What follows belongs to an exercise in optimizing a design on an open flow for small area; a production flow would make more cautious choices. RTL that was checked went through simulation tests only; none was proved equivalent to the original. The RTL of run 1 was laid out without a check of its function. Power and IR drop assume default switching activity.

### flow/run.sh
#!/bin/bash
# The standard layout, with the port buffers made from the smallest buffer
# (sky130_fd_sc_hd__buf_1) instead of the delay buffer buffer_ports picks.
set -euo pipefail
export BUFFER_PORTS_ARGS="-buffer_cell sky130_fd_sc_hd__buf_1"
bash standard.sh > standard.log 2>&1
### standard.sh
#!/bin/bash
# synth_recipe.tcl (not shown) runs the flow's synth.tcl, then flattens the netlist and writes it again
# the make line also repeats each setting of config.mk as NAME=value (left out here)
make -C /OpenROAD-flow-scripts/flow DESIGN_CONFIG=/design/flow/config.mk WORK_HOME=/design/flow/orfs CLKGATE_MAP_FILE= SYNTH_SCRIPT=/design/flow/synth_recipe.tcl "${@:-finish}"
### config.mk
export PLATFORM = sky130hd
export DESIGN_NAME = qdec
export DESIGN_NICKNAME = qdec
export VERILOG_FILES = /design/flow/design.v
export SDC_FILE = /design/flow/constraint.sdc
export NUM_CORES = 4
export LEC_CHECK = 0
export CAP_MARGIN = 20
export CORE_MARGIN = 2
export CORE_UTILIZATION = 40
export CTS_BUF_LIST = sky130_fd_sc_hd__clkbuf_8
export PLACE_DENSITY = 0.6
export SLEW_MARGIN = 20
### constraint.sdc
create_clock -name core_clock -period 10.0 [get_ports {clk}]
set_input_delay 2.0000 -clock core_clock [delete_from_list [all_inputs] [get_ports {clk}]]
set_output_delay 2.0000 -clock core_clock [all_outputs]
set_load 0.01 [all_outputs]
### design.v
module qdec_pos (
  input  wire        clk,
  input  wire        clr,         
  input  wire        inc,         
  input  wire        dec,         
  input  wire        add,         
  input  wire [1:0]  k,           
  input  wire [7:0]  l,           
  input  wire        neg,         
  output wire [2:0]  lcout,       
  output wire [31:0] pos
);
  reg [31:0] npos;     
  assign pos = ~npos;
  reg [4:0]  c;        
  reg [3:0]  isk, fill;
  reg [31:0] a, s;
  reg [8:0]  rc;       
  reg [3:0]  lco;      
  integer j, b, i;
  always @(*) begin
    c[0] = inc;
    for (j = 0; j < 4; j = j + 1) begin
      isk[j]  = add && (k == j);
      fill[j] = (add && (k < j)) ? neg : dec;
      c[j+1]  = isk[j] ? 1'b0 :
                fill[j] ? (c[j] | (|pos[8*j +: 8])) : (c[j] & (&pos[8*j +: 8]));
    end
    for (j = 0; j < 4; j = j + 1) begin
      rc[0] = c[j];
      for (b = 0; b < 8; b = b + 1) begin
        i = 8*j + b;
        a[i]    = isk[j] ? l[b] : fill[j];
        s[i]    = pos[i] ^ a[i] ^ rc[b];
        rc[b+1] = (pos[i] & a[i]) | (pos[i] & rc[b]) | (a[i] & rc[b]);
      end
      lco[j] = rc[8];
    end
  end
  assign lcout = lco[2:0];
  always @(posedge clk)
    npos <= clr ? 32'hffffffff : ~s;
endmodule
module qdec (
  input  wire        clk,
  input  wire        rst,
  input  wire [7:0]  cfg_pin_a1,
  input  wire [7:0]  cfg_pin_b1,
  input  wire [7:0]  cfg_pin_a2,
  input  wire [7:0]  cfg_pin_b2,
  input  wire        pin_a1,
  input  wire        pin_b1,
  input  wire        pin_a2,
  input  wire        pin_b2,
  input  wire        ev_valid,
  input  wire [15:0] ev_word,
  input  wire        host_valid,
  input  wire [7:0]  host_byte,
  output reg         rsp_valid,
  output reg  [31:0] rsp_data,
  output wire        irq_en,
  output wire        act_rpt
);
  reg        int_en;
  reg        rpt;
  reg  [1:0] rs;         
  reg        busy;       
  reg  [1:0] lane;       
  reg        arg_ch;     
  reg  [1:0] pend;       
  reg        la1, lb1, la2, lb2;
  wire [7:0] gpio = ev_word[7:0];
  wire own1 = (gpio == cfg_pin_a1) || (gpio == cfg_pin_b1);
  wire own2 = (gpio == cfg_pin_a2) || (gpio == cfg_pin_b2);
  wire upd1 = ev_valid && int_en && own1;
  wire upd2 = ev_valid && int_en && !own1 && own2;
  wire ca1 = pin_a1 ^ la1, cb1 = pin_b1 ^ lb1, x1 = pin_a1 ^ pin_b1;
  wire ca2 = pin_a2 ^ la2, cb2 = pin_b2 ^ lb2, x2 = pin_a2 ^ pin_b2;
  wire inc1 = upd1 && (ca1 ? x1 : (cb1 && !x1));
  wire dec1 = upd1 && (ca1 ? !x1 : (cb1 && x1));
  wire inc2 = upd2 && (ca2 ? x2 : (cb2 && !x2));
  wire dec2 = upd2 && (ca2 ? !x2 : (cb2 && x2));
  wire opc_vld   = host_valid && !busy;
  wire is_rdpos  = opc_vld && (host_byte[7:1] == 7'b0001000);
  wire is_rstpos = opc_vld && (host_byte[7:1] == 7'b0010000);
  wire is_addpos = opc_vld && (host_byte[7:1] == 7'b0011000);
  wire is_tglirq = opc_vld && (host_byte == 8'h40);
  wire is_tglrpt = opc_vld && (host_byte == 8'h50);
  wire operand   = host_valid && busy;
  wire       deca = arg_ch ? dec2 : dec1;
  wire [9:0] v    = {2'b00, host_byte} + {8'd0, pend} - {9'd0, deca};
  wire       neg  = v[9];
  wire       ovf  = v[8] & !v[9];
  wire [31:0] pos1, pos2;
  wire [2:0]  lc1, lc2;
  qdec_pos u_p1 (
    .clk(clk), .clr(rst || (is_rstpos && !host_byte[0])),
    .inc(inc1), .dec(dec1), .add(operand && !arg_ch), .k(lane), .l(v[7:0]), .neg(neg),
    .lcout(lc1), .pos(pos1)
  );
  qdec_pos u_p2 (
    .clk(clk), .clr(rst || (is_rstpos && host_byte[0])),
    .inc(inc2), .dec(dec2), .add(operand && arg_ch), .k(lane), .l(v[7:0]), .neg(neg),
    .lcout(lc2), .pos(pos2)
  );
  wire [2:0] lc = arg_ch ? lc2 : lc1;
  wire       lcarry = lc[lane];      
  always @(posedge clk) begin
    if (rst) begin
      busy <= 1'b0;
    end else if (operand) begin
      lane <= lane + 2'd1;
      pend <= {1'b0, lcarry} + {1'b0, ovf};
      if (lane == 2'd3) busy <= 1'b0;
    end else if (is_addpos) begin
      busy   <= 1'b1;
      lane   <= 2'd0;
      pend   <= 2'd0;
      arg_ch <= host_byte[0];
    end
  end
  always @(posedge clk) begin
    if (rst) begin
      la1 <= 1'b0; lb1 <= 1'b0; la2 <= 1'b0; lb2 <= 1'b0;
    end else begin
      if (upd1) begin la1 <= pin_a1; lb1 <= pin_b1; end
      if (upd2) begin la2 <= pin_a2; lb2 <= pin_b2; end
    end
  end
  always @(posedge clk) begin
    if (rst) begin
      int_en <= 1'b0;
      rpt    <= 1'b0;
      rs     <= 2'b00;
    end else begin
      rs[0] <= (is_rdpos && !host_byte[0]) || is_tglirq;
      rs[1] <= (is_rdpos &&  host_byte[0]) || is_tglirq;
      if (is_tglirq) int_en <= !int_en;
      if (is_tglrpt) rpt    <= !rpt;
    end
  end
  wire sel1 = rs[0] && !rs[1];
  wire sel2 = rs[1] && !rs[0];
  always @(*) begin
    rsp_valid = rs[0] || rs[1];
    rsp_data  = ({32{sel1}} & pos1) | ({32{sel2}} & pos2);
    rsp_data[0] = rsp_data[0] | (rs[0] && rs[1] && int_en);
  end
  assign irq_en  = int_en;
  assign act_rpt = rpt;
endmodule
==> results.sh, run 1 <==
export IMPL_clock_tree_htree_level_count=3
export IMPL_antenna_found_initial=0
export IMPL_dp_final_hpwl_um=12040
export IMPL_route_detailed_vias_per_inst=5.473
export IMPL_synthTopCellsByArea="sky130_fd_sc_hd__dfxtp_1 (25%), sky130_fd_sc_hd__fa_1 (21%), sky130_fd_sc_hd__nand2b_1 (7.2%)"
export IMPL_synth_yosys_warnings=2
export IMPL_syn_mean_instance_area_sq_um=9.627
export IMPL_dpl_cell_count=886
export IMPL_max_slew_margin_rel_pct=19.98
export IMPL_maxCapViolations=0
export IMPL_diodes=0
export IMPL_routed_via_count=4937
export IMPL_gp_routability_congestion=0.8563
export IMPL_worst_path_dominant_cell_family="adder cells"
export IMPL_placed_cell_area_sq_mm=0.006566
export IMPL_path_buf_inv=3
export IMPL_hp_start="rpt"
export IMPL_min_path_type="reg2reg"
export IMPL_mappedNetlistArea_sq_mm=0.005892
export IMPL_cts_root_buf="sky130_fd_sc_hd__clkbuf_8"
export IMPL_synth_top_area_share_pct=24.80
export IMPL_cp_data_arrival_time_ps=9790
export IMPL_clock_skew_ps=6.954
export IMPL_post_layout_nonfiller_instances=902
export IMPL_outcome="finished clean"
export IMPL_synth_flop_cell="sky130_fd_sc_hd__dfxtp_1"
export IMPL_worstHoldEndpoint="rpt"
export IMPL_crit_path_top_delay_cell="sky130_fd_sc_hd__mux4_2"
export IMPL_highest_layer="met4"
export IMPL_seq_area_frac_synth_pct=27.35
export IMPL_critical_path_top_cell_by_count="sky130_fd_sc_hd__fa_1"
export IMPL_drt_iter0_markers=352
export IMPL_cell_types_with_the_highest_counts_after_synthesis="sky130_fd_sc_hd__dfxtp_1 (73), sky130_fd_sc_hd__nand2b_1 (68), sky130_fd_sc_hd__fa_1 (63)"
export IMPL_critical_path_startpoint_type="input pin"
export IMPL_layout_worst_path_cycle_share_pct=96.47
export IMPL_final_hold_viol_count=0
export IMPL_clock_insertion_delay_worst_skew_ps=380
export IMPL_syn2layout_area_growth_pct=15.63
export IMPL_timing_final_setup_violations=0
export IMPL_count_of_buffers_from_port_buffering=90
export IMPL_cts_post_setup_buffers_inserted=0
export IMPL_slowest_delay_ps=490
export IMPL_cell_taking_the_most_area_after_synthesis="sky130_fd_sc_hd__dfxtp_1"
export IMPL_r2r_cells=25
export IMPL_vdd_ir_drop_worst_v=0.00005526
export IMPL_cellPowerDensity_mw_per_mm2=100.2
export IMPL_firstDrtPassIters=5
export IMPL_die_y_um=125.4
export IMPL_cellLeakagePower_nw=2.074
export IMPL_postRouteAntennaNets=0
export IMPL_met2_length_um=7836
export IMPL_tritoncts="yes"
export IMPL_fp_dieArea_sq_mm=0.01572
export IMPL_post_route_cells_drive_above_1_share_pct=9.053
export IMPL_fp_dieW_um=125.4
export IMPL_clk_path_buf_depth=2
export IMPL_detail_route_wirelength_met1_um=7238
export IMPL_number_of_max_slew_violations_in_the_final_report=0
export IMPL_postSynthNetCount=760
export IMPL_hold_path_depth=2
export IMPL_cts_sinks=78
export IMPL_pin_count_of_the_biggest_net_entering_global_routing=33
export IMPL_global_route_usage_over_all_layers_pct=21.26
export IMPL_numCtsBuffers=9
export IMPL_route_detailed_drc=0
export IMPL_finish_instance_area_sq_mm=0.006813
export IMPL_tightestPinTransition_ps=1196
export IMPL_worst_r2r_setup_slack_ps=1980
export IMPL_clkTransAtPathRegs_ps=80
export IMPL_synth_most_common_cell="sky130_fd_sc_hd__dfxtp_1"
export IMPL_netlist_cell_type_count=60
export IMPL_critPathRequiredTime_ps=10150
export IMPL_async_reset_ff_share_pct=0
export IMPL_postSynthRegisterBits=78
export IMPL_design_final_nets=861
export IMPL_number_of_cell_rows=44
export IMPL_core_area_sq_mm=0.01448
export IMPL_worst_r2r_startpoint="int_en"
export IMPL_grt_pass1_vias=5051
export IMPL_synth_cells=612
export IMPL_detail_route_wirelength_um=16090
export IMPL_crit_path_time_final_ps=9647
export IMPL_wire_length_on_met3_um=676
export IMPL_grt_first_pass_wirelength_um=26380
export IMPL_worst_setup_path_startpoint="ev_word[5]"
export IMPL_crit_path_max_fanout=7
export IMPL_worst_setup_path_end_kind="flip-flop"
export IMPL_timing_rr_end="pend[0]"
export IMPL_path_class="in2reg"
export IMPL_drt_wirelength_per_cell_um=17.83
export IMPL_grt_overflow_total=0
export IMPL_i_o_pins=99
export IMPL_rsz0062_at_grt="false"
export IMPL_synth_edff_count=5
export IMPL_fmaxAchievable_mhz=103.7
export IMPL_floorplan_initialDensity_pct=40.69
timing repair:
item,4_1_cts,5_1_grt
setup endpoints to repair,0,1
endpoints found under the hold margin,0,0
gates resized for setup,0,6
hold buffers,0,0
layout by cell type, fill, tap and decap left out, types with 22 or more instances in the layout:
master,count
sky130_fd_sc_hd__nand2b_1,68
sky130_fd_sc_hd__nand4_1,22
sky130_fd_sc_hd__buf_1,89
sky130_fd_sc_hd__nor2_1,24
sky130_fd_sc_hd__dfxtp_1,73
sky130_fd_sc_hd__buf_4,29
sky130_fd_sc_hd__o21ai_0,30
sky130_fd_sc_hd__fa_1,63
sky130_fd_sc_hd__nand2_1,28
sky130_fd_sc_hd__inv_1,24
sky130_fd_sc_hd__o21ai_1,35
sky130_fd_sc_hd__o22ai_1,34
sky130_fd_sc_hd__xnor2_1,40
power by group:
part | internal [W] | switching, W
Sequential | 0.000313 | 0.000000192
Combinational | 0.0000365 | 0.0000628
Clock | 0.000145 | 0.000125
worst min-delay path, delay by kind of cell, from the launching register on:
family | cells | cell delay, ps
xor+xnor | 1 | 70
flops | 1 | 360
simple gates | 1 | 70
flip-flops by register name, summed over array words and instances (netlist names):
register / flops
lb1: 1
rpt: 1
pend: 2
lane: 2
lb2: 1
busy: 1
u_p2.npos: 32
u_p1.npos: 32
arg_ch: 1
la2: 1
int_en: 1
la1: 1
rs: 2
metal layers:
layer / vias up / GRT usage [%]
li1: 2357 / -
met1: 2437 / 28.11
met2: 117 / 35.68
met3: 26 / 3.808
met4: 0 / 6.471
met5: - / 0
layout make-up:
cell class | count | area [sq um]
well taps | 184 | 230.2
repair buffers | 119 | 556.8
flip-flops and latches | 78 | 1612
multi-input cells | 482 | 4113
clock inverters | 6 | 77.57
clock buffers | 10 | 137.6
inverters | 23 | 86.33
fillers | 1403 | 7666
metrics by stage:
stage                     hold WS, ps  power (W)  TNS, ps  utilization (%)  setup WS [ps]
after floorplan                 508.4  0.0003761        0                -          508.6
final                           528.8  0.0006828        0            47.05          352.6
after global placement          502.5  0.0004150   -112.2            45.35         -112.2
after global routing            551.5  0.0007048        0            47.05          3.424
after CTS                       533.4  0.0006839        0            46.84          231.6
after detailed placement        513.2  0.0004176   -140.7            45.35         -140.7
how the worst max path moves through the flow:
| stage | depth (start not counted) | end | slack [ps] |
|---|---|---|---|
| 6_report | 29 | pend[0] | 350 |
| 3_3_place_gp | 30 | pend[0] | -110 |
| 5_1_grt | 29 | pend[0] | 3 |
| 3_5_place_dp | 30 | pend[0] | -140 |
| 4_1_cts | 30 | pend[0] | 230 |
| 2_1_floorplan | 29 | pend[0] | 510 |
kinds of logic (layout without fill, tap and decap cells):
family,after synthesis,in the layout,synth area share (%)
simple gates,196,196,19.07
compound gates,146,146,15.44
fa+ha+maj,84,84,25.87
flops,78,78,27.35
buf+inv,52,158,3.568
xor+xnor,48,48,7.135
mux,8,8,1.571
==> run 2, diff against run 1 <==
--- a/design.v
+++ b/design.v
@@ -10,6 +10,4 @@
   output wire [2:0]  lcout,       
-  output wire [31:0] pos
+  output reg  [31:0] pos
 );
-  reg [31:0] npos;     
-  assign pos = ~npos;
   reg [4:0]  c;        
@@ -41,3 +39,3 @@
   always @(posedge clk)
-    npos <= clr ? 32'hffffffff : ~s;
+    pos <= clr ? 32'd0 : s;
 endmodule
==> run.sh (new file) <==
#!/bin/bash
# synth_recipe.tcl (not shown) runs the flow's synth.tcl, then flattens the netlist and writes it again
# the make line also repeats each setting of config.mk as NAME=value (left out here)
make -C /OpenROAD-flow-scripts/flow DESIGN_CONFIG=/design/flow/config.mk WORK_HOME=/design/flow/orfs CLKGATE_MAP_FILE= SYNTH_SCRIPT=/design/flow/synth_recipe.tcl finish
--- a/config.mk
+++ b/config.mk
@@ -10,3 +10,2 @@
 export CORE_UTILIZATION = 40
-export CTS_BUF_LIST = sky130_fd_sc_hd__clkbuf_8
 export PLACE_DENSITY = 0.6
removed: flow/run.sh
removed: standard.sh
==> run 2 against run 1 <==
Register-to-register slack better by 510 ps. Largest cell class unchanged. Sequential power about the same. Total power up 16%. Synthesized cell count up 8.7%. Core utilization up 5.7 points. Cell count up 7.0%. Via count up 4.1%. Clock skew about the same. Sequential share of layout area down 2.8 points. Critical path depth unchanged. Routed wire length up 2.7%. Hold slack worse by 7.4 ps.
==> results.sh, run 2 <==
export IMPL_outcome="finished clean"
export IMPL_dpl_cell_count=948
export IMPL_crit_path_top_delay_cell="sky130_fd_sc_hd__or3b_2"
export IMPL_synthTopCellsByArea="sky130_fd_sc_hd__dfxtp_1 (24%), sky130_fd_sc_hd__fa_1 (21%), sky130_fd_sc_hd__xor2_1 (6.0%)"
export IMPL_tritoncts="yes"
export IMPL_core_area_sq_mm=0.01464
export IMPL_number_of_max_slew_violations_in_the_final_report=0
export IMPL_route_detailed_drc=0
export IMPL_cellPowerDensity_mw_per_mm2=102.1
export IMPL_netlist_cell_type_count=59
export IMPL_drt_iter0_markers=308
export IMPL_fin_util_pct=52.80
export IMPL_global_route_usage_over_all_layers_pct=21.47
export IMPL_power_w=0.0007894
export IMPL_synth_edff_count=5
export IMPL_placed_cell_area_sq_mm=0.007325
export IMPL_grt_first_pass_wirelength_um=26890
export IMPL_firstDrtPassIters=7
export IMPL_cts_stage_hold_buffer_count=0
export IMPL_final_hold_viol_count=0
export IMPL_maxCapViolations=0
export IMPL_seq_area_frac_synth_pct=26.76
export IMPL_timing_final_setup_violations=0
export IMPL_pin_count_of_the_biggest_net_entering_global_routing=34
export IMPL_clock_tree_htree_level_count=3
export IMPL_async_reset_ff_share_pct=0
export IMPL_fp_dieW_um=126.7
export IMPL_crit_path_max_fanout=6
export IMPL_postLayoutSetupSlackWorst_ps=342.7
export IMPL_cts_sinks=78
export IMPL_dp_final_hpwl_um=12420
export IMPL_fmaxAchievable_mhz=103.5
export IMPL_cellLeakagePower_nw=2.589
export IMPL_crit_path_time_final_ps=9657
export IMPL_mappedNetlistArea_sq_mm=0.006023
export IMPL_slowest_delay_ps=480
export IMPL_number_of_cell_rows=44
export IMPL_antenna_found_initial=0
export IMPL_gp_routability_congestion=0.8548
export IMPL_finish_instance_area_sq_mm=0.007732
export IMPL_fillerInstances=1382
export IMPL_design_final_nets=925
export IMPL_numCtsBuffers=9
export IMPL_synth_flop_cell="sky130_fd_sc_hd__dfxtp_1"
export IMPL_grt_pass1_vias=5336
export IMPL_tightestPinTransition_ps=924.8
export IMPL_cts_root_buf="sky130_fd_sc_hd__clkbuf_16"
export IMPL_clock_skew_ps=7.068
export IMPL_count_of_buffers_from_port_buffering=90
export IMPL_clock_insertion_delay_worst_skew_ps=350
export IMPL_diodes=0
export IMPL_routed_via_count=5138
export IMPL_top_regs="u_p1.pos: 32 flops, u_p2.pos: 32 flops"
export IMPL_layout_commonest_cell="sky130_fd_sc_hd__nor2_1"
export IMPL_syn_mean_instance_area_sq_um=9.058
export IMPL_post_route_cells_drive_above_1_share_pct=10.63
export IMPL_vdd_ir_drop_worst_v=0.00006856
export IMPL_dp_worst_setup_slack_ps=-305.5
export IMPL_clk_path_buf_depth=2
export IMPL_cell_taking_the_most_area_after_synthesis="sky130_fd_sc_hd__dfxtp_1"
export IMPL_syn2layout_area_growth_pct=28.38
export IMPL_layout_common_cells="sky130_fd_sc_hd__nor2_1 (83), sky130_fd_sc_hd__clkdlybuf4s50_1 (82), sky130_fd_sc_hd__inv_1 (81)"
export IMPL_postRouteAntennaNets=0
export IMPL_clkTransAtPathRegs_ps=60
export IMPL_drt_wirelength_per_cell_um=17.12
export IMPL_post_layout_nonfiller_instances=965
export IMPL_cell_types_with_the_highest_counts_after_synthesis="sky130_fd_sc_hd__nor2_1 (83), sky130_fd_sc_hd__inv_1 (81), sky130_fd_sc_hd__dfxtp_1 (73)"
export IMPL_critPathRequiredTime_ps=10100
export IMPL_max_slew_margin_rel_pct=38.18
export IMPL_worst_setup_path_end_kind="flip-flop"
export IMPL_floorplan_initialDensity_pct=41.13
export IMPL_postSynthNetCount=813
export IMPL_synth_top_area_share_pct=24.26
export IMPL_cp_data_arrival_time_ps=9760
export IMPL_path_class="in2reg"
export IMPL_synth_cells=665
export IMPL_synth_most_common_cell="sky130_fd_sc_hd__nor2_1"
export IMPL_die_y_um=126.7
export IMPL_layout_worst_path_cycle_share_pct=96.57
export IMPL_route_detailed_vias_per_inst=5.324
export IMPL_critical_path_top_cell_by_count="sky130_fd_sc_hd__fa_1"
export IMPL_postSynthRegisterBits=78
export IMPL_critical_path_startpoint_type="input pin"
export IMPL_fp_dieArea_sq_mm=0.01606
export IMPL_synth_yosys_warnings=2
export IMPL_min_path_type="reg2reg"
export IMPL_detail_route_wirelength_um=16520
export IMPL_i_o_pins=99
export IMPL_grt_overflow_total=0
[run 2: cell count changes after synthesis, sizes merged, moves of 12 or more]
cell / previous run / this run
a22o: 1 / 32
buf: 12 / 0
inv: 23 / 81
nand2b: 68 / 4
nor2: 24 / 83
o22ai: 36 / 0
xnor2: 40 / 5
xor2: 8 / 41
[run 2: kinds of logic after synthesis]
kind of cell	count (synthesis)	synth area share (%)
buf+inv	104	6.481
xor+xnor	46	6.813
mux	8	1.579
compound gates	146	16.24
flops	78	26.76
fa+ha+maj	84	25.30
simple gates	199	16.83
[run 2: power by group]
group          internal, W  switching, W  total [W]
sequential        0.000314   0.000000164   0.000314
clock             0.000231      0.000133   0.000364
combinational    0.0000492     0.0000622   0.000111
total             0.000594      0.000195   0.000789
[run 2: repair_timing]
item	CTS	global route
buffers inserted	0	2
gates resized for setup	0	21
endpoints found under the setup margin	0	2
[run 2: per-stage QoR]
stage	TNS, ps	hold slack (ps)
floorplan	0	479.9
global placement	-180.3	498.9
detailed placement	-371.0	513.0
CTS	0	522.0
global route	-6.719	555.9
finish	0	521.4
[run 2: final timing paths]
check | start | to | slack, ps | depth (start not counted)
max reg2reg | int_en | pend[0] | 2490 | 26
min reg2reg | la1 | la1 | 520 | 2
max | cfg_pin_b2[6] | pend[0] | 340 | 29
min | la1 | la1 | 520 | 2
[run 2: worst max-delay path: cells and delay by family]
family | cells | cell delay [ps]
XOR/XNOR | 1 | 160
buffers and inverters | 2 | 490
adder cells (fa/ha/maj) | 11 | 3760
multiplexers | 2 | 640
AO/OA/AOI/OAI | 7 | 1380
AND/OR/NAND/NOR | 6 | 1310
[run 2: cell type report]
cell class	instances	area, sq um	area share (%)
Clock buffer	12	256.5	3.317
Sequential cell	78	1612	20.84
Clock inverter	3	66.31	0.8576
Tap cell	184	230.2	2.977
Timing Repair Buffer	124	1176	15.21
Multi-Input combinational cell	483	4088	52.86
Inverter	81	304.0	3.932
[run 2: per-layer routing]
metal,share of wire (%),GRT usage (%),vias up
met1,43,27.50,2487
li1,-,-,2475
met3,4.3,2.699,32
met4,2.6,8.985,0
met5,0,0,-
met2,50,36.82,144
==> run 3, diff against run 2 <==
--- a/design.v
+++ b/design.v
@@ -9,5 +9,8 @@
   input  wire        neg,         
+  input  wire        ovf,         
   output wire [2:0]  lcout,       
-  output reg  [31:0] pos
+  output wire [31:0] pos
 );
+  reg [31:0] npos;     
+  assign pos = ~npos;
   reg [4:0]  c;        
@@ -23,3 +26,3 @@
       fill[j] = (add && (k < j)) ? neg : dec;
-      c[j+1]  = isk[j] ? 1'b0 :
+      c[j+1]  = isk[j] ? ovf :
                 fill[j] ? (c[j] | (|pos[8*j +: 8])) : (c[j] & (&pos[8*j +: 8]));
@@ -39,3 +42,3 @@
   always @(posedge clk)
-    pos <= clr ? 32'd0 : s;
+    npos <= clr ? 32'hffffffff : ~s;
 endmodule
@@ -67,3 +70,3 @@
   reg        arg_ch;     
-  reg  [1:0] pend;       
+  reg        pend;       
   reg        la1, lb1, la2, lb2;
@@ -88,5 +91,16 @@
   wire       deca = arg_ch ? dec2 : dec1;
-  wire [9:0] v    = {2'b00, host_byte} + {8'd0, pend} - {9'd0, deca};
-  wire       neg  = v[9];
-  wire       ovf  = v[8] & !v[9];
+  wire       up   = pend & !deca;
+  wire       dn   = deca & !pend;
+  reg  [8:0] t;           
+  reg  [7:0] lv;
+  integer m;
+  always @(*) begin
+    t[0] = up | dn;
+    for (m = 0; m < 8; m = m + 1) begin
+      lv[m]   = host_byte[m] ^ t[m];
+      t[m+1]  = t[m] & (host_byte[m] ^ dn);
+    end
+  end
+  wire       neg  = t[8] & dn;
+  wire       ovf  = t[8] & up;
   wire [31:0] pos1, pos2;
@@ -95,3 +109,3 @@
     .clk(clk), .clr(rst || (is_rstpos && !host_byte[0])),
-    .inc(inc1), .dec(dec1), .add(operand && !arg_ch), .k(lane), .l(v[7:0]), .neg(neg),
+    .inc(inc1), .dec(dec1), .add(operand && !arg_ch), .k(lane), .l(lv), .neg(neg), .ovf(ovf),
     .lcout(lc1), .pos(pos1)
@@ -100,3 +114,3 @@
     .clk(clk), .clr(rst || (is_rstpos && host_byte[0])),
-    .inc(inc2), .dec(dec2), .add(operand && arg_ch), .k(lane), .l(v[7:0]), .neg(neg),
+    .inc(inc2), .dec(dec2), .add(operand && arg_ch), .k(lane), .l(lv), .neg(neg), .ovf(ovf),
     .lcout(lc2), .pos(pos2)
@@ -110,3 +124,3 @@
       lane <= lane + 2'd1;
-      pend <= {1'b0, lcarry} + {1'b0, ovf};
+      pend <= lcarry;
       if (lane == 2'd3) busy <= 1'b0;
@@ -115,3 +129,3 @@
       lane   <= 2'd0;
-      pend   <= 2'd0;
+      pend   <= 1'b0;
       arg_ch <= host_byte[0];
==> flow/run.sh (new file) <==
#!/bin/bash
# The standard layout, with the port buffers made from the smallest buffer
# (sky130_fd_sc_hd__buf_1) instead of the delay buffer buffer_ports picks.
set -euo pipefail
export BUFFER_PORTS_ARGS="-buffer_cell sky130_fd_sc_hd__buf_1"
bash standard.sh > standard.log 2>&1
==> standard.sh (new file) <==
#!/bin/bash
# synth_recipe.tcl (not shown) runs the flow's synth.tcl, then flattens the netlist and writes it again
# the make line also repeats each setting of config.mk as NAME=value (left out here)
make -C /OpenROAD-flow-scripts/flow DESIGN_CONFIG=/design/flow/config.mk WORK_HOME=/design/flow/orfs CLKGATE_MAP_FILE= SYNTH_SCRIPT=/design/flow/synth_recipe.tcl "${@:-finish}"
--- a/config.mk
+++ b/config.mk
@@ -10,2 +10,4 @@
 export CORE_UTILIZATION = 40
+export CTS_BUF_LIST = sky130_fd_sc_hd__clkbuf_8
+export GPL_TIMING_DRIVEN = 0
 export PLACE_DENSITY = 0.6
removed: run.sh
==> run 3 against run 2 <==
Still clean on timing, DRC and antenna. Non-clock buffer count down 11. Total power down 28%. Core utilization down 7.3 points. Maximum frequency rose by 2.7%. Die area shrank 2.9%. Sequential power down 2%. Cell count decreased by 5.6%. Clock-buffer cell count decreased by 2. Hold slack better by 2.1 ps. Register-to-register slack got worse by 70 ps. Design area shrank 15%. Critical path depth fell by 4. Critical path type unchanged. Largest cell class unchanged. Highest routed layer unchanged.
==> results.sh, run 3 <==
export IMPL_cts_post_setup_buffers_inserted=0
export IMPL_global_route_usage_met3_pct=3.222
export IMPL_worst_slack_on_hold_paths_ps=523.5
export IMPL_layout_worst_path_cycle_share_pct=94.06
export IMPL_firstDrtPassIters=5
export IMPL_cell_types_with_the_highest_counts_after_synthesis="sky130_fd_sc_hd__dfxtp_1 (73), sky130_fd_sc_hd__fa_1 (62), sky130_fd_sc_hd__o21ai_0 (61)"
export IMPL_seq_area_frac_synth_pct=27.05
export IMPL_fp_dieW_um=124.9
export IMPL_synth_top_area_share_pct=25.00
export IMPL_route_detailed_drc=0
export IMPL_outcome="finished clean"
export IMPL_global_route_usage_over_all_layers_pct=20.84
export IMPL_grt_met2_usage_pct=35.71
export IMPL_fp_dieArea_sq_mm=0.01560
export IMPL_synth_xor_xnor_area_share_pct=8.412
export IMPL_detail_route_wirelength_um=16020
export IMPL_layout_common_cells="sky130_fd_sc_hd__buf_1 (86), sky130_fd_sc_hd__dfxtp_1 (73), sky130_fd_sc_hd__fa_1 (62)"
export IMPL_number_of_cell_rows=44
export IMPL_slowest_delay_ps=500
export IMPL_tritoncts="yes"
export IMPL_synth_yosys_warnings=2
export IMPL_postSynthNetCount=759
export IMPL_design_final_nets=856
export IMPL_placed_cell_area_sq_mm=0.006406
export IMPL_rsz0062_at_grt="false"
export IMPL_synthTopCellsByArea="sky130_fd_sc_hd__dfxtp_1 (25%), sky130_fd_sc_hd__fa_1 (21%), sky130_fd_sc_hd__nand2b_1 (5.9%)"
export IMPL_critical_path_depth=25
export IMPL_number_of_max_slew_violations_in_the_final_report=0
export IMPL_count_of_buffers_from_port_buffering=86
export IMPL_hp_start="busy"
export IMPL_cts_repair_resize_count=0
export IMPL_gp_routability_congestion=0.8979
export IMPL_path_buf_inv=2
export IMPL_postSynthRegisterBits=77
export IMPL_clkTransAtPathRegs_ps=80
export IMPL_routed_via_count=4959
export IMPL_cp_data_arrival_time_ps=9700
export IMPL_drt_wirelength_per_cell_um=17.58
export IMPL_synth_top_family_by_area="adder cells"
export IMPL_synth_simple_area_share_pct=20.21
export IMPL_cts_stage_hold_buffer_count=0
export IMPL_path_class="in2reg"
export IMPL_mappedNetlistArea_sq_mm=0.005846
export IMPL_vdd_ir_drop_worst_v=0.00004769
export IMPL_final_hold_viol_count=0
export IMPL_critical_path_top_cell_by_count="sky130_fd_sc_hd__fa_1"
export IMPL_dp_final_hpwl_um=12560
export IMPL_multiInputGateArea_sq_mm=0.004024
export IMPL_min_path_type="reg2reg"
export IMPL_i_o_pins=99
export IMPL_cellPowerDensity_mw_per_mm2=86.10
export IMPL_core_area_sq_mm=0.01442
export IMPL_critical_path_startpoint_type="input pin"
export IMPL_layout_commonest_cell="sky130_fd_sc_hd__buf_1"
export IMPL_gr_usage_met1_pct=27.57
export IMPL_synth_compound_area_share_pct=15.30
export IMPL_finalSetupTns_ps=0
export IMPL_r2r_cells=25
export IMPL_critPathRequiredTime_ps=10300
export IMPL_tightestPinTransition_ps=1063
export IMPL_clk_path_buf_depth=2
export IMPL_worst_path_dominant_cell_family="adder cells"
export IMPL_clock_skew_ps=12.08
export IMPL_cellLeakagePower_nw=2.114
export IMPL_post_synth_fa_ha_maj_area_fraction_pct=22.52
export IMPL_drt_iter0_markers=359
export IMPL_postRouteAntennaNets=0
export IMPL_crit_path_top_delay_cell="sky130_fd_sc_hd__or3_4"
export IMPL_pin_count_of_the_biggest_net_entering_global_routing=13
export IMPL_grt_overflow_total=0
export IMPL_finish_instance_area_sq_mm=0.006570
export IMPL_synth_most_common_cell="sky130_fd_sc_hd__dfxtp_1"
export IMPL_route_detailed_vias_per_inst=5.443
export IMPL_synth_cells=627
export IMPL_post_route_cells_drive_above_1_share_pct=5.089
export IMPL_cts_sinks=77
export IMPL_top_regs="u_p1.npos: 32 flops, u_p2.npos: 32 flops"
export IMPL_hold_path_depth=2
export IMPL_regArea_sq_mm=0.001582
export IMPL_clock_insertion_delay_worst_skew_ps=360
export IMPL_grt_pass1_vias=4922
export IMPL_synth_flop_cell="sky130_fd_sc_hd__dfxtp_1"
export IMPL_max_slew_margin_rel_pct=28.62
export IMPL_worst_setup_path_startpoint="ev_word[6]"
export IMPL_worst_r2r_setup_slack_ps=2420
export IMPL_synth_edff_count=4
export IMPL_syn_mean_instance_area_sq_um=9.323
export IMPL_worst_r2r_startpoint="la2"
export IMPL_layer_carrying_the_most_global_route_usage="met2"
export IMPL_syn2layout_area_growth_pct=12.39
export IMPL_async_reset_ff_share_pct=0
export IMPL_floorplan_initialDensity_pct=40.53
export IMPL_cts_root_buf="sky130_fd_sc_hd__clkbuf_8"
export IMPL_power_w=0.0005657
export IMPL_diodes=0
export IMPL_crit_path_max_fanout=10
export IMPL_cell_taking_the_most_area_after_synthesis="sky130_fd_sc_hd__dfxtp_1"
export IMPL_maxCapViolations=0
export IMPL_worst_setup_path_end_kind="flip-flop"
export IMPL_fillerInstances=1435
export IMPL_timing_final_setup_violations=0
export IMPL_synth_mux_area_share_pct=2.140
export IMPL_clock_tree_htree_level_count=3
export IMPL_grt_first_pass_wirelength_um=25760
export IMPL_crit_path_time_final_ps=9406
export IMPL_netlist_cell_type_count=59
export IMPL_numCtsBuffers=9
export IMPL_fmaxAchievable_mhz=106.3
export IMPL_antenna_found_initial=0
export IMPL_die_y_um=124.9
==> run 3: changes by cell type after synthesis, moves of 17 or more <==
cell                       change
sky130_fd_sc_hd__nand2b_1     +52
sky130_fd_sc_hd__inv_1        -47
sky130_fd_sc_hd__o22ai_1      +32
sky130_fd_sc_hd__nor2_1       -58
sky130_fd_sc_hd__nand2_1      +17
sky130_fd_sc_hd__a22o_1       -31
==> run 3: layout make-up <==
cell class	instances	area share [%]
well taps	184	3.504
flip-flops and latches	77	24.07
clock buffers	10	2.095
repair buffers	86	4.913
multi-input cells	489	61.25
plain buffers	27	1.942
inverters	34	1.942
clock inverters	4	0.2857
==> run 3: path summary, 6_finish.rpt <==
| kind | end |
|---|---|
| worst max-delay path | u_p2.npos[31] |
| worst min-delay path | busy |
| worst max register to register | u_p2.npos[31] |
| worst min register to register | busy |
==> run 3: logic make-up (layout without fill, tap and decap cells) <==
logic type      count (synthesis)  count (layout)
compound gates                141             141
fa+ha+maj                      68              68
buf+inv                        61             161
xor+xnor                       54              54
simple gates                  216             216
flops                          77              77
mux                            10              10
==> run 3: worst min-delay path: cells and delay by family, from the launching register on <==
kind | cells | cell delay (ps)
flip-flops | 1 | 340
AND/OR/NAND/NOR | 2 | 140
==> run 3: where the power goes <==
group | internal [W] | switching, W | total (W)
combinational | 0.0000176 | 0.0000344 | 0.0000520
sequential | 0.000309 | 0.000000143 | 0.000309
clock | 0.0000920 | 0.000113 | 0.000205
total | 0.000418 | 0.000147 | 0.000566
==> run 3: per-stage QoR <==
step	instances	util, %	worst slack (ps)
5_1_grt	911	45.55	126.9
4_1_cts	911	45.50	551.6
3_5_place_dp	897	44.41	219.2
3_3_place_gp	897	44.36	369.1
2_1_floorplan	627	-	1403
6_report	911	45.55	594.1
==> run 3: routing by layer <==
layer,up-vias,share of wire [%]
met5,-,0
met1,2405,44
li1,2369,-
met2,163,48
met4,0,1.8
met3,22,5.8
==> run 4, diff against run 3 <==
==> flow/run.sh (replaced) <==
#!/bin/bash
# The standard layout, with the port buffers made from the smallest buffer
# (sky130_fd_sc_hd__buf_1) instead of the delay buffer buffer_ports picks,
# and a clock tree without dummy loads.
set -euo pipefail
export BUFFER_PORTS_ARGS="-buffer_cell sky130_fd_sc_hd__buf_1"
export CTS_ARGS="-sink_clustering_enable -repair_clock_nets -dont_use_dummy_load -buf_list sky130_fd_sc_hd__clkbuf_8"
bash standard.sh > standard.log 2>&1
==> run 4 against run 3 <==
Highest routed layer unchanged. Combinational power about the same. Still clean. Clock power fell by about 10%. Critical path depth did not move. Design area down 0.50%. Worst setup slack gained 14 ps.
==> results.sh, run 4 <==
export IMPL_outcome="finished clean"
export IMPL_cellLeakagePower_nw=2.090
export IMPL_synth_yosys_warnings=2
export IMPL_gp_routability_congestion=0.8979
export IMPL_cts_sinks=77
export IMPL_synth_edff_count=4
export IMPL_max_slew_margin_rel_pct=27.37
export IMPL_min_path_type="reg2reg"
export IMPL_cts_repair_resize_count=0
export IMPL_number_of_cell_rows=44
export IMPL_cts_stage_hold_buffer_count=0
export IMPL_crit_path_top_delay_cell="sky130_fd_sc_hd__or3_4"
export IMPL_tightestPinTransition_ps=1082
export IMPL_cellPowerDensity_mw_per_mm2=83.44
export IMPL_cell_taking_the_most_area_after_synthesis="sky130_fd_sc_hd__dfxtp_1"
export IMPL_worst_slack_on_hold_paths_ps=521.3
export IMPL_syn2layout_area_growth_pct=11.84
export IMPL_cp_data_arrival_time_ps=9690
export IMPL_grt_first_pass_wirelength_um=25690
export IMPL_die_y_um=124.9
export IMPL_postSynthRegisterBits=77
export IMPL_wire_length_on_met3_um=912
export IMPL_drt_wirelength_per_cell_um=17.70
export IMPL_final_hold_viol_count=0
export IMPL_rsz0062_at_grt="false"
export IMPL_route_detailed_vias_per_inst=5.515
export IMPL_postRouteAntennaNets=0
export IMPL_synth_flop_cell="sky130_fd_sc_hd__dfxtp_1"
export IMPL_layout_commonest_cell="sky130_fd_sc_hd__buf_1"
export IMPL_critical_path_startpoint_type="input pin"
export IMPL_vdd_ir_drop_worst_v=0.00003734
export IMPL_number_of_max_slew_violations_in_the_final_report=0
export IMPL_path_class="in2reg"
export IMPL_post_route_cells_drive_above_1_share_pct=4.571
export IMPL_diodes=0
export IMPL_synth_cells=627
export IMPL_synthTopCellsByArea="sky130_fd_sc_hd__dfxtp_1 (25%), sky130_fd_sc_hd__fa_1 (21%), sky130_fd_sc_hd__nand2b_1 (5.9%)"
export IMPL_critical_path_top_cell_by_count="sky130_fd_sc_hd__fa_1"
export IMPL_i_o_pins=99
export IMPL_pin_count_of_the_biggest_net_entering_global_routing=12
export IMPL_grt_overflow_total=0
export IMPL_cts_post_setup_buffers_inserted=0
export IMPL_met2_length_um=7722
export IMPL_path_buf_inv=2
export IMPL_top_regs="u_p1.npos: 32 flops, u_p2.npos: 32 flops"
export IMPL_crit_path_time_final_ps=9392
export IMPL_layout_common_cells="sky130_fd_sc_hd__buf_1 (86), sky130_fd_sc_hd__dfxtp_1 (73), sky130_fd_sc_hd__fa_1 (62)"
export IMPL_routed_via_count=4997
export IMPL_maxCapViolations=0
export IMPL_finalSetupTns_ps=0
export IMPL_critPathRequiredTime_ps=10290
export IMPL_netlist_cell_type_count=59
export IMPL_cell_types_with_the_highest_counts_after_synthesis="sky130_fd_sc_hd__dfxtp_1 (73), sky130_fd_sc_hd__fa_1 (62), sky130_fd_sc_hd__o21ai_0 (61)"
export IMPL_async_reset_ff_share_pct=0
export IMPL_count_of_buffers_from_port_buffering=86
export IMPL_floorplan_initialDensity_pct=40.53
export IMPL_drt_iter0_markers=356
export IMPL_clock_tree_htree_level_count=3
export IMPL_seq_area_frac_synth_pct=27.05
export IMPL_highest_layer="met4"
export IMPL_layout_worst_path_cycle_share_pct=93.92
export IMPL_slowest_delay_ps=500
export IMPL_clkTransAtPathRegs_ps=70
export IMPL_synth_most_common_cell="sky130_fd_sc_hd__dfxtp_1"
export IMPL_detail_route_wirelength_met1_um=7100
export IMPL_clk_path_buf_depth=2
export IMPL_worst_path_dominant_cell_family="adder cells"
export IMPL_cts_root_buf="sky130_fd_sc_hd__clkbuf_8"
export IMPL_global_route_usage_over_all_layers_pct=20.85
export IMPL_clock_skew_ps=19.42
export IMPL_crit_path_max_fanout=10
export IMPL_worst_setup_path_end_kind="flip-flop"
export IMPL_antenna_found_initial=0
export IMPL_mappedNetlistArea_sq_mm=0.005846
export IMPL_numCtsBuffers=9
export IMPL_fmaxAchievable_mhz=106.5
export IMPL_core_area_sq_mm=0.01442
export IMPL_synth_top_area_share_pct=25.00
export IMPL_fp_dieW_um=124.9
export IMPL_route_detailed_drc=0
export IMPL_dp_final_hpwl_um=12560
export IMPL_grt_pass1_vias=4906
export IMPL_syn_mean_instance_area_sq_um=9.323
export IMPL_detail_route_wirelength_um=16040
export IMPL_timing_final_setup_violations=0
export IMPL_design_final_nets=856
export IMPL_firstDrtPassIters=5
export IMPL_tritoncts="yes"
export IMPL_fp_dieArea_sq_mm=0.01560
export IMPL_postSynthNetCount=759
export IMPL_clock_insertion_delay_worst_skew_ps=360
-- run 4: path summary, 6_finish.rpt --
| check | startpoint | to | slack [ps] | depth (start not counted) |
|---|---|---|---|---|
| worst max-delay path | ev_word[6] | u_p2.npos[31] | 610 | 25 |
| worst max register to register | la2 | u_p2.npos[31] | 2490 | 25 |
| worst min register to register | busy | busy | 520 | 2 |
| worst min-delay path | busy | busy | 520 | 2 |
-- run 4: tightest hold or removal path, stage by stage, from the launching register on --
cell                       delay [ps]
sky130_fd_sc_hd__dfxtp_1          340
sky130_fd_sc_hd__nand3b_1          90
sky130_fd_sc_hd__nand2_1           50
-- run 4: metrics by stage --
stage | cells | power [W] | utilization, % | worst slack [ps] | area, sq um
floorplan | 627 | 0.0003435 | - | 1403 | 5846
global placement | 897 | 0.0003660 | 44.36 | 369.1 | 6399
detailed placement | 897 | 0.0003678 | 44.41 | 219.2 | 6406
CTS | 906 | 0.0005497 | 45.27 | 560.9 | 6530
global route | 906 | 0.0005657 | 45.32 | 139.2 | 6538
finish | 906 | 0.0005455 | 45.32 | 607.7 | 6538
-- run 4: power breakdown --
part	leakage [nW]	switching [W]	internal (W)	total (W)
clock	0.0647	0.000104	0.0000804	0.000184
sequential	0.633	0.000000142	0.000309	0.000309
combinational	1.39	0.0000344	0.0000176	0.0000520
total	2.09	0.000139	0.000407	0.000545
-- run 4: final cells by class --
cell class | instances | area (sq um)
repair buffers | 86 | 322.8
multi-input cells | 489 | 4024
clock buffers | 9 | 123.9
flip-flops and latches | 77 | 1582
fillers | 1434 | 7886
inverters | 34 | 127.6
well taps | 184 | 230.2
plain buffers | 27 | 127.6
-- run 4: metal layers --
layer | up-vias | track usage [%]
li1 | 2371 | -
met1 | 2414 | 27.43
met2 | 185 | 35.55
met3 | 27 | 3.393
met4 | 0 | 6.013
met5 | - | 0
-- run 4: logic make-up (layout without fill, tap and decap cells) --
group,count (synthesis),in the layout,share of synthesized area [%]
mux,10,10,2.140
fa+ha+maj,68,68,22.52
xor+xnor,54,54,8.412
compound gates,141,141,15.30
flops,77,77,27.05
buf+inv,61,156,4.366
simple gates,216,216,20.21
==> run 5, diff against run 4 <==
==> flow/run.sh (replaced) <==
#!/bin/bash
# The standard layout, with the port buffers made from the smallest buffer
# (sky130_fd_sc_hd__buf_1) instead of the delay buffer buffer_ports picks,
# and a clock tree of small buffers without dummy loads.
set -euo pipefail
export BUFFER_PORTS_ARGS="-buffer_cell sky130_fd_sc_hd__buf_1"
export CTS_ARGS="-sink_clustering_enable -repair_clock_nets -dont_use_dummy_load -root_buf sky130_fd_sc_hd__clkbuf_8 -buf_list sky130_fd_sc_hd__clkbuf_4"
bash standard.sh > standard.log 2>&1
--- a/config.mk
+++ b/config.mk
@@ -9,6 +9,6 @@
 export CORE_MARGIN = 2
-export CORE_UTILIZATION = 40
+export CORE_UTILIZATION = 65
 export CTS_BUF_LIST = sky130_fd_sc_hd__clkbuf_8
 export GPL_TIMING_DRIVEN = 0
-export PLACE_DENSITY = 0.6
+export PLACE_DENSITY = 0.75
 export SLEW_MARGIN = 20
==> run 5 against run 4 <==
Synthesized area did not move. Via count rose by 1.8%. Clock power barely moved. Critical endpoint unchanged. Largest power group unchanged.
==> results.sh, run 5 <==
export IMPL_layout_commonest_cell="sky130_fd_sc_hd__buf_1"
export IMPL_clock_insertion_delay_worst_skew_ps=360
export IMPL_fillerInstances=691
export IMPL_async_reset_ff_share_pct=0
export IMPL_fin_util_pct=73.79
export IMPL_power_w=0.0005440
export IMPL_core_area_sq_mm=0.008721
export IMPL_timing_final_setup_violations=0
export IMPL_post_route_cells_drive_above_1_share_pct=4.426
export IMPL_synth_most_common_cell="sky130_fd_sc_hd__dfxtp_1"
export IMPL_cts_root_buf="sky130_fd_sc_hd__clkbuf_8"
export IMPL_syn2layout_area_growth_pct=10.08
export IMPL_tritoncts="yes"
export IMPL_route_detailed_vias_per_inst=6.120
export IMPL_critPathRequiredTime_ps=10290
export IMPL_number_of_max_slew_violations_in_the_final_report=0
export IMPL_layout_worst_path_cycle_share_pct=94.26
export IMPL_finalSetupTns_ps=0
export IMPL_cell_taking_the_most_area_after_synthesis="sky130_fd_sc_hd__dfxtp_1"
export IMPL_max_slew_margin_rel_pct=25.50
export IMPL_synth_cells=627
export IMPL_critical_path_top_cell_by_count="sky130_fd_sc_hd__fa_1"
export IMPL_synth_edff_count=4
export IMPL_grt_pass1_vias=5093
export IMPL_post_layout_nonfiller_instances=831
export IMPL_timing_rr_end="u_p2.npos[31]"
export IMPL_crit_path_time_final_ps=9426
export IMPL_seq_area_frac_synth_pct=27.05
export IMPL_global_route_usage_over_all_layers_pct=32.51
export IMPL_count_of_buffers_from_port_buffering=86
export IMPL_fp_dieArea_sq_mm=0.009767
export IMPL_drt_iter0_markers=397
export IMPL_cts_repair_resize_count=0
export IMPL_synth_yosys_warnings=2
export IMPL_worst_setup_path_end_kind="flip-flop"
export IMPL_synth_top_area_share_pct=25.00
export IMPL_fmaxAchievable_mhz=106.1
export IMPL_critical_path_startpoint_type="input pin"
export IMPL_worstHoldEndpoint="busy"
export IMPL_top_regs="u_p1.npos: 32 flops, u_p2.npos: 32 flops"
export IMPL_dpl_cell_count=821
export IMPL_maxCapViolations=0
export IMPL_synth_flop_cell="sky130_fd_sc_hd__dfxtp_1"
export IMPL_cts_sinks=77
export IMPL_cellPowerDensity_mw_per_mm2=84.54
export IMPL_vdd_ir_drop_worst_v=0.00006551
export IMPL_path_class="in2reg"
export IMPL_cp_data_arrival_time_ps=9720
export IMPL_hp_start="busy"
export IMPL_drt_wirelength_per_cell_um=18.37
export IMPL_route_detailed_drc=0
export IMPL_worst_r2r_startpoint="la2"
export IMPL_min_path_type="reg2reg"
export IMPL_r2r_cells=25
export IMPL_netlist_cell_type_count=59
export IMPL_grt_first_pass_wirelength_um=24830
export IMPL_crit_path_max_fanout=10
export IMPL_hold_path_depth=2
export IMPL_routed_via_count=5086
export IMPL_dp_worst_setup_slack_ps=272.1
export IMPL_die_y_um=98.83
export IMPL_firstDrtPassIters=5
export IMPL_mappedNetlistArea_sq_mm=0.005846
export IMPL_floorplan_initialDensity_pct=67.03
export IMPL_detail_route_wirelength_um=15270
export IMPL_design_final_nets=857
export IMPL_dp_final_hpwl_um=11790
export IMPL_clock_skew_ps=34.87
export IMPL_outcome="finished clean"
export IMPL_grt_overflow_total=0
export IMPL_pin_count_of_the_biggest_net_entering_global_routing=15
export IMPL_postRouteAntennaNets=0
export IMPL_crit_path_top_delay_cell="sky130_fd_sc_hd__or3_4"
export IMPL_cts_stage_hold_buffer_count=0
export IMPL_cell_types_with_the_highest_counts_after_synthesis="sky130_fd_sc_hd__dfxtp_1 (73), sky130_fd_sc_hd__fa_1 (62), sky130_fd_sc_hd__o21ai_0 (61)"
export IMPL_tightestPinTransition_ps=1109
export IMPL_postSynthRegisterBits=77
export IMPL_number_of_cell_rows=34
export IMPL_synthTopCellsByArea="sky130_fd_sc_hd__dfxtp_1 (25%), sky130_fd_sc_hd__fa_1 (21%), sky130_fd_sc_hd__nand2b_1 (5.9%)"
export IMPL_diodes=0
export IMPL_clock_tree_htree_level_count=3
export IMPL_slowest_delay_ps=510
export IMPL_cellLeakagePower_nw=2.081
export IMPL_clkTransAtPathRegs_ps=80
export IMPL_postSynthNetCount=759
export IMPL_antenna_found_initial=0
export IMPL_layout_common_cells="sky130_fd_sc_hd__buf_1 (86), sky130_fd_sc_hd__dfxtp_1 (73), sky130_fd_sc_hd__fa_1 (62)"
export IMPL_worst_r2r_setup_slack_ps=2500
export IMPL_numCtsBuffers=9
export IMPL_postLayoutSetupSlackWorst_ps=573.6
export IMPL_fp_dieW_um=98.83
export IMPL_clk_path_buf_depth=2
export IMPL_i_o_pins=99
export IMPL_cts_post_setup_buffers_inserted=0
export IMPL_syn_mean_instance_area_sq_um=9.323
export IMPL_gp_routability_congestion=0.9400
export IMPL_final_hold_viol_count=0
export IMPL_rsz0062_at_grt="false"
-- run 5: cell counts after synthesis --
No cell type changed its count.
-- run 5: routing by layer --
metal | track usage (%) | vias to the layer above | part of all wire, %
met3 | 6.312 | 47 | 8.4
met5 | 0 | - | 0
li1 | - | 2372 | -
met1 | 41.55 | 2423 | 40
met2 | 53.85 | 244 | 48
met4 | 14.44 | 0 | 3.5
-- run 5: power breakdown --
| part | total, W | leakage [nW] | internal, W | switching (W) |
|---|---|---|---|---|
| Combinational | 0.0000512 | 1.38 | 0.0000176 | 0.0000335 |
| Clock | 0.000184 | 0.0647 | 0.0000804 | 0.000103 |
| Sequential | 0.000309 | 0.633 | 0.000309 | 0.000000135 |
| Total | 0.000544 | 2.08 | 0.000407 | 0.000137 |
-- run 5: layout make-up --
type	instances	area [sq um]	area share (%)
Multi-Input combinational cell	489	4009	62.30
Buffer	27	127.6	1.983
Timing Repair Buffer	87	330.3	5.133
Tap cell	108	135.1	2.100
Sequential cell	77	1582	24.58
Clock buffer	9	123.9	1.925
Inverter	34	127.6	1.983
-- run 5: cells by family after synthesis --
kind of cell / count (synthesis) / synth area share (%)
multiplexers: 10 / 2.140
buffers and inverters: 61 / 4.366
AO/OA/AOI/OAI: 141 / 15.30
adder cells (fa/ha/maj): 68 / 22.52
AND/OR/NAND/NOR: 216 / 20.21
XOR/XNOR: 54 / 8.412
flip-flops: 77 / 27.05
-- run 5: through the flow --
step | hold slack [ps] | instance area (sq um)
3_5_place_dp | 494.9 | 6304
5_1_grt | 550.0 | 6435
2_1_floorplan | 475.4 | 5846
3_3_place_gp | 493.3 | 6304
4_1_cts | 507.5 | 6427
6_report | 512.3 | 6435
-- run 5: worst max path at each step --
stage	cells past startpoint	startpoint	to
after detailed placement	25	ev_word[5]	u_p2.npos[31]
after floorplan	24	ev_word[7]	u_p2.npos[31]
final	25	ev_word[5]	u_p2.npos[31]
after global placement	25	ev_word[6]	u_p2.npos[31]
after CTS	25	ev_word[5]	u_p2.npos[31]
after global routing	25	ev_word[1]	u_p2.npos[31]
-- run 5: worst max-delay path, delay by kind of cell --
family	cells	cell delay, ps
AO/OA/AOI/OAI	6	1300
buffers and inverters	2	600
AND/OR/NAND/NOR	7	2240
adder cells (fa/ha/maj)	8	3290
XOR/XNOR	2	270
==> run 6, diff against run 5 <==
--- a/design.v
+++ b/design.v
@@ -8,3 +8,2 @@
   input  wire [7:0]  l,           
-  input  wire        neg,         
   input  wire        ovf,         
@@ -25,3 +24,3 @@
       isk[j]  = add && (k == j);
-      fill[j] = (add && (k < j)) ? neg : dec;
+      fill[j] = dec && !(add && (k < j));    
       c[j+1]  = isk[j] ? ovf :
@@ -66,3 +65,2 @@
   reg        rpt;
-  reg  [1:0] rs;         
   reg        busy;       
@@ -105,2 +103,3 @@
   wire       ovf  = t[8] & up;
+  wire       badd = operand && !neg;
   wire [31:0] pos1, pos2;
@@ -109,3 +108,3 @@
     .clk(clk), .clr(rst || (is_rstpos && !host_byte[0])),
-    .inc(inc1), .dec(dec1), .add(operand && !arg_ch), .k(lane), .l(lv), .neg(neg), .ovf(ovf),
+    .inc(inc1), .dec(dec1), .add(badd && !arg_ch), .k(lane), .l(lv), .ovf(ovf),
     .lcout(lc1), .pos(pos1)
@@ -114,3 +113,3 @@
     .clk(clk), .clr(rst || (is_rstpos && host_byte[0])),
-    .inc(inc2), .dec(dec2), .add(operand && arg_ch), .k(lane), .l(lv), .neg(neg), .ovf(ovf),
+    .inc(inc2), .dec(dec2), .add(badd && arg_ch), .k(lane), .l(lv), .ovf(ovf),
     .lcout(lc2), .pos(pos2)
@@ -122,6 +121,9 @@
       busy <= 1'b0;
-    end else if (operand) begin
-      lane <= lane + 2'd1;
-      pend <= lcarry;
-      if (lane == 2'd3) busy <= 1'b0;
+      lane <= 2'd0;
+    end else if (busy) begin
+      if (host_valid) begin
+        lane <= lane + 2'd1;         
+        pend <= lcarry && !neg;
+        if (lane == 2'd3) busy <= 1'b0;
+      end
     end else if (is_addpos) begin
@@ -131,2 +133,5 @@
       arg_ch <= host_byte[0];
+    end else begin
+      lane[0] <= (is_rdpos && !host_byte[0]) || is_tglirq;
+      lane[1] <= (is_rdpos &&  host_byte[0]) || is_tglirq;
     end
@@ -145,6 +150,3 @@
       rpt    <= 1'b0;
-      rs     <= 2'b00;
     end else begin
-      rs[0] <= (is_rdpos && !host_byte[0]) || is_tglirq;
-      rs[1] <= (is_rdpos &&  host_byte[0]) || is_tglirq;
       if (is_tglirq) int_en <= !int_en;
@@ -153,2 +155,3 @@
   end
+  wire [1:0] rs = busy ? 2'b00 : lane;
   wire sel1 = rs[0] && !rs[1];
==> flow/run.sh (replaced) <==
#!/bin/bash
# The standard layout, with the port buffers made from the smallest buffer
# (sky130_fd_sc_hd__buf_1) instead of the delay buffer buffer_ports picks,
# and a clock tree without dummy loads.
set -euo pipefail
export BUFFER_PORTS_ARGS="-buffer_cell sky130_fd_sc_hd__buf_1"
export CTS_ARGS="-sink_clustering_enable -repair_clock_nets -dont_use_dummy_load -buf_list sky130_fd_sc_hd__clkbuf_8"
bash standard.sh > standard.log 2>&1
==> run 6 against run 5 <==
Worst setup slack worse by 180 ps. Clock skew shrank 11 ps. Non-clock buffer count increased by 8. Sequential power decreased by 3%. Via count fell by 1.2%.
==> results.sh, run 6 <==
export IMPL_outcome="finished clean"
export IMPL_cell_types_with_the_highest_counts_after_synthesis="sky130_fd_sc_hd__dfxtp_1 (73), sky130_fd_sc_hd__fa_1 (62), sky130_fd_sc_hd__nand2b_1 (59)"
export IMPL_slowest_delay_ps=460
export IMPL_crit_path_top_delay_cell="sky130_fd_sc_hd__fa_1"
export IMPL_dpl_cell_count=808
export IMPL_mappedNetlistArea_sq_mm=0.005687
export IMPL_synth_yosys_warnings=2
export IMPL_dp_final_hpwl_um=11650
export IMPL_seq_area_frac_synth_pct=26.75
export IMPL_count_of_buffers_from_port_buffering=87
export IMPL_number_of_cell_rows=34
export IMPL_netlist_cell_type_count=57
export IMPL_crit_path_max_fanout=8
export IMPL_path_class="in2reg"
export IMPL_fp_dieArea_sq_mm=0.009513
export IMPL_cts_sinks=75
export IMPL_diodes=0
export IMPL_critical_path_top_cell_by_count="sky130_fd_sc_hd__fa_1"
export IMPL_post_route_cells_drive_above_1_share_pct=5.907
export IMPL_design_final_nets=846
export IMPL_gp_routability_congestion=0.9087
export IMPL_synth_cells=613
export IMPL_clkTransAtPathRegs_ps=60
export IMPL_worst_setup_path_end_kind="flip-flop"
export IMPL_post_layout_nonfiller_instances=819
export IMPL_finalSetupTns_ps=0
export IMPL_core_area_sq_mm=0.008593
export IMPL_maxCapViolations=0
export IMPL_min_path_type="reg2reg"
export IMPL_vdd_ir_drop_worst_v=0.00004552
export IMPL_critPathRequiredTime_ps=10220
export IMPL_cts_stage_hold_buffer_count=0
export IMPL_drt_iter0_markers=307
export IMPL_synth_mux_area_share_pct=1.650
export IMPL_routed_via_count=5025
export IMPL_synth_simple_area_share_pct=19.98
export IMPL_synth_xor_xnor_area_share_pct=8.625
export IMPL_global_route_usage_over_all_layers_pct=32.93
export IMPL_syn_mean_instance_area_sq_um=9.277
export IMPL_synth_edff_count=2
export IMPL_timing_final_setup_violations=0
export IMPL_layout_common_cells="sky130_fd_sc_hd__buf_1 (86), sky130_fd_sc_hd__dfxtp_1 (73), sky130_fd_sc_hd__fa_1 (62)"
export IMPL_number_of_max_slew_violations_in_the_final_report=0
export IMPL_antenna_found_initial=0
export IMPL_synth_compound_area_share_pct=15.93
export IMPL_max_slew_margin_rel_pct=24.76
export IMPL_synth_flop_cell="sky130_fd_sc_hd__dfxtp_1"
export IMPL_layout_commonest_cell="sky130_fd_sc_hd__buf_1"
export IMPL_synth_top_family_by_area="adder cells"
export IMPL_layout_worst_path_cycle_share_pct=96.06
export IMPL_critical_path_startpoint_type="input pin"
export IMPL_crit_path_time_final_ps=9606
export IMPL_postSynthNetCount=746
export IMPL_async_reset_ff_share_pct=0
export IMPL_fin_util_pct=73.66
export IMPL_placed_cell_area_sq_mm=0.006156
export IMPL_syn2layout_area_growth_pct=11.31
export IMPL_grt_pass1_vias=5000
export IMPL_i_o_pins=99
export IMPL_cellPowerDensity_mw_per_mm2=84.65
export IMPL_floorplan_initialDensity_pct=66.18
export IMPL_detail_route_wirelength_um=15080
export IMPL_postRouteAntennaNets=0
export IMPL_grt_first_pass_wirelength_um=24650
export IMPL_final_hold_viol_count=0
export IMPL_tightestPinTransition_ps=1121
export IMPL_firstDrtPassIters=6
export IMPL_die_y_um=97.54
export IMPL_fillerInstances=683
export IMPL_drt_wirelength_per_cell_um=18.41
export IMPL_cp_data_arrival_time_ps=9820
export IMPL_cell_taking_the_most_area_after_synthesis="sky130_fd_sc_hd__dfxtp_1"
export IMPL_tritoncts="yes"
export IMPL_clock_tree_htree_level_count=3
export IMPL_numCtsBuffers=9
export IMPL_cellLeakagePower_nw=1.872
export IMPL_cts_root_buf="sky130_fd_sc_hd__clkbuf_8"
export IMPL_clk_path_buf_depth=2
export IMPL_post_synth_fa_ha_maj_area_fraction_pct=23.37
export IMPL_route_detailed_drc=0
export IMPL_synth_most_common_cell="sky130_fd_sc_hd__dfxtp_1"
export IMPL_top_regs="u_p1.npos: 32 flops, u_p2.npos: 32 flops, lane: 2 flops"
export IMPL_finish_instance_area_sq_mm=0.006330
export IMPL_pin_count_of_the_biggest_net_entering_global_routing=15
export IMPL_clock_skew_ps=23.95
export IMPL_fmaxAchievable_mhz=104.1
export IMPL_synth_top_area_share_pct=25.70
export IMPL_rsz0062_at_grt="false"
export IMPL_synthTopCellsByArea="sky130_fd_sc_hd__dfxtp_1 (26%), sky130_fd_sc_hd__fa_1 (22%), sky130_fd_sc_hd__nand2b_1 (6.5%)"
export IMPL_clock_insertion_delay_worst_skew_ps=370
export IMPL_grt_overflow_total=0
export IMPL_postSynthRegisterBits=75
export IMPL_route_detailed_vias_per_inst=6.136
export IMPL_fp_dieW_um=97.54
## run 6: cell types whose count changed after synthesis, sizes merged, moves of 4 or more
cell    before  now
a21o         1    5
a21oi       10   49
a31oi        3   10
and2         2    7
clkbuf      21   25
inv         34   20
nand2       55   36
nand2b      55   59
nand3       15    5
o21a        11    3
o21ai       62   42
xnor2       16   28
xor2        38   28
## run 6: per-layer routing
layer	wire length (um)	part of all wire (%)	GRT usage [%]	vias up
met3	1048	6.9	5.827	26
met2	7439	49	54.96	209
li1	-	-	-	2343
met1	6340	42	44.24	2447
met4	251	1.7	9.829	0
met5	0	0	0	-
## run 6: power by group
group          switching, W  leakage (nW)  internal (W)
registers       0.000000183         0.611      0.000300
clock network      0.000104        0.0647     0.0000804
logic             0.0000338          1.20     0.0000178
total              0.000138          1.87      0.000398
## run 6: final cells by class
type	instances	area, sq um	share of cell area, %
Buffer	33	132.6	2.095
Clock buffer	9	123.9	1.957
Inverter	21	78.83	1.245
Multi-Input combinational cell	484	3993	63.08
Sequential cell	75	1521	24.04
Tap cell	108	135.1	2.135
Timing Repair Buffer	89	345.3	5.456
## run 6: timing repair
action,4_1_cts,5_1_grt
gates resized for setup,2,12
buffers inserted,0,2
endpoints found under the hold margin,0,0
pin swaps,0,3
setup endpoints to repair,1,1
## run 6: critical path: cells and delay by family
family | cells | cell delay (ps)
fa+ha+maj | 9 | 3760
xor+xnor | 1 | 180
buf+inv | 2 | 340
mux | 1 | 300
simple gates | 9 | 2120
compound gates | 7 | 1100
## run 6: through the flow
stage	total power, W	worst slack (ps)	hold WS [ps]
2_1_floorplan	0.0003334	804.8	488.1
3_3_place_gp	0.0003554	-362.1	504.7
3_5_place_dp	0.0003570	-504.6	509.6
4_1_cts	0.0005340	61.76	530.8
5_1_grt	0.0005493	0.4761	586.7
6_report	0.0005358	394.4	532.4
## run 6: path summary, 6_finish.rpt
check,slack [ps],to,start,depth (start not counted)
worst max-delay path,390,pend,ev_word[2],29
worst min-delay path,530,rpt,rpt,2
worst max register to register,2130,pend,la1,25
worst min register to register,530,rpt,rpt,2
## run 6: cells by family after synthesis
kind of cell / after synthesis
adder cells (fa/ha/maj): 69
flip-flops: 75
AND/OR/NAND/NOR: 197
AO/OA/AOI/OAI: 154
XOR/XNOR: 56
buffers and inverters: 54
multiplexers: 8

-- afterwards: timing with drivers on the ports --
No port has a modelled driver above. Below, the same layouts with a new extraction and two added sets of constraints. Step 1 (the two cells are an assumption about what drives the block):
set clk [get_ports {clk}]
set_driving_cell -lib_cell sky130_fd_sc_hd__clkbuf_16 $clk
set_driving_cell -lib_cell sky130_fd_sc_hd__buf_2 [delete_from_list [all_inputs] $clk]
Step 2 moves the port delays by t, midway between the first and last clock arrival at a register: inputs arrive t later, outputs are due t later. That takes back most of the time a late clock gives input paths. Three values: ideal, step 1, step 2; two values: the first two.
run	t, ns	slack for setup (ns)	worst hold slack (ns)	worst register clock-pin slew, ns	worst slew at a driven data input, ns
run 1	0.414	0.353 / 0.367 / -0.047	0.529 / 0.529 / 0.529	0.08 / 0.08	0.04
run 2	0.386	0.343 / 0.351 / -0.035	0.521 / 0.521 / 0.521	0.06 / 0.06	0.05
run 3	0.392	0.594 / 0.608 / 0.216	0.523 / 0.523 / 0.523	0.08 / 0.08	0.04
run 4	0.387	0.608 / 0.619 / 0.232	0.521 / 0.521 / 0.521	0.08 / 0.08	0.04
run 5	0.381	0.574 / 0.588 / 0.207	0.512 / 0.512 / 0.512	0.09 / 0.09	0.04
run 6	0.387	0.394 / 0.406 / 0.019	0.532 / 0.532 / 0.532	0.09 / 0.09	0.04
With both steps, setup timing fails in run 1 and run 2, where it was met with ideal ports. For run 1, which loses most, drivers alone change the setup slack by +0.014 ns; drivers and shift together by -0.400 ns.
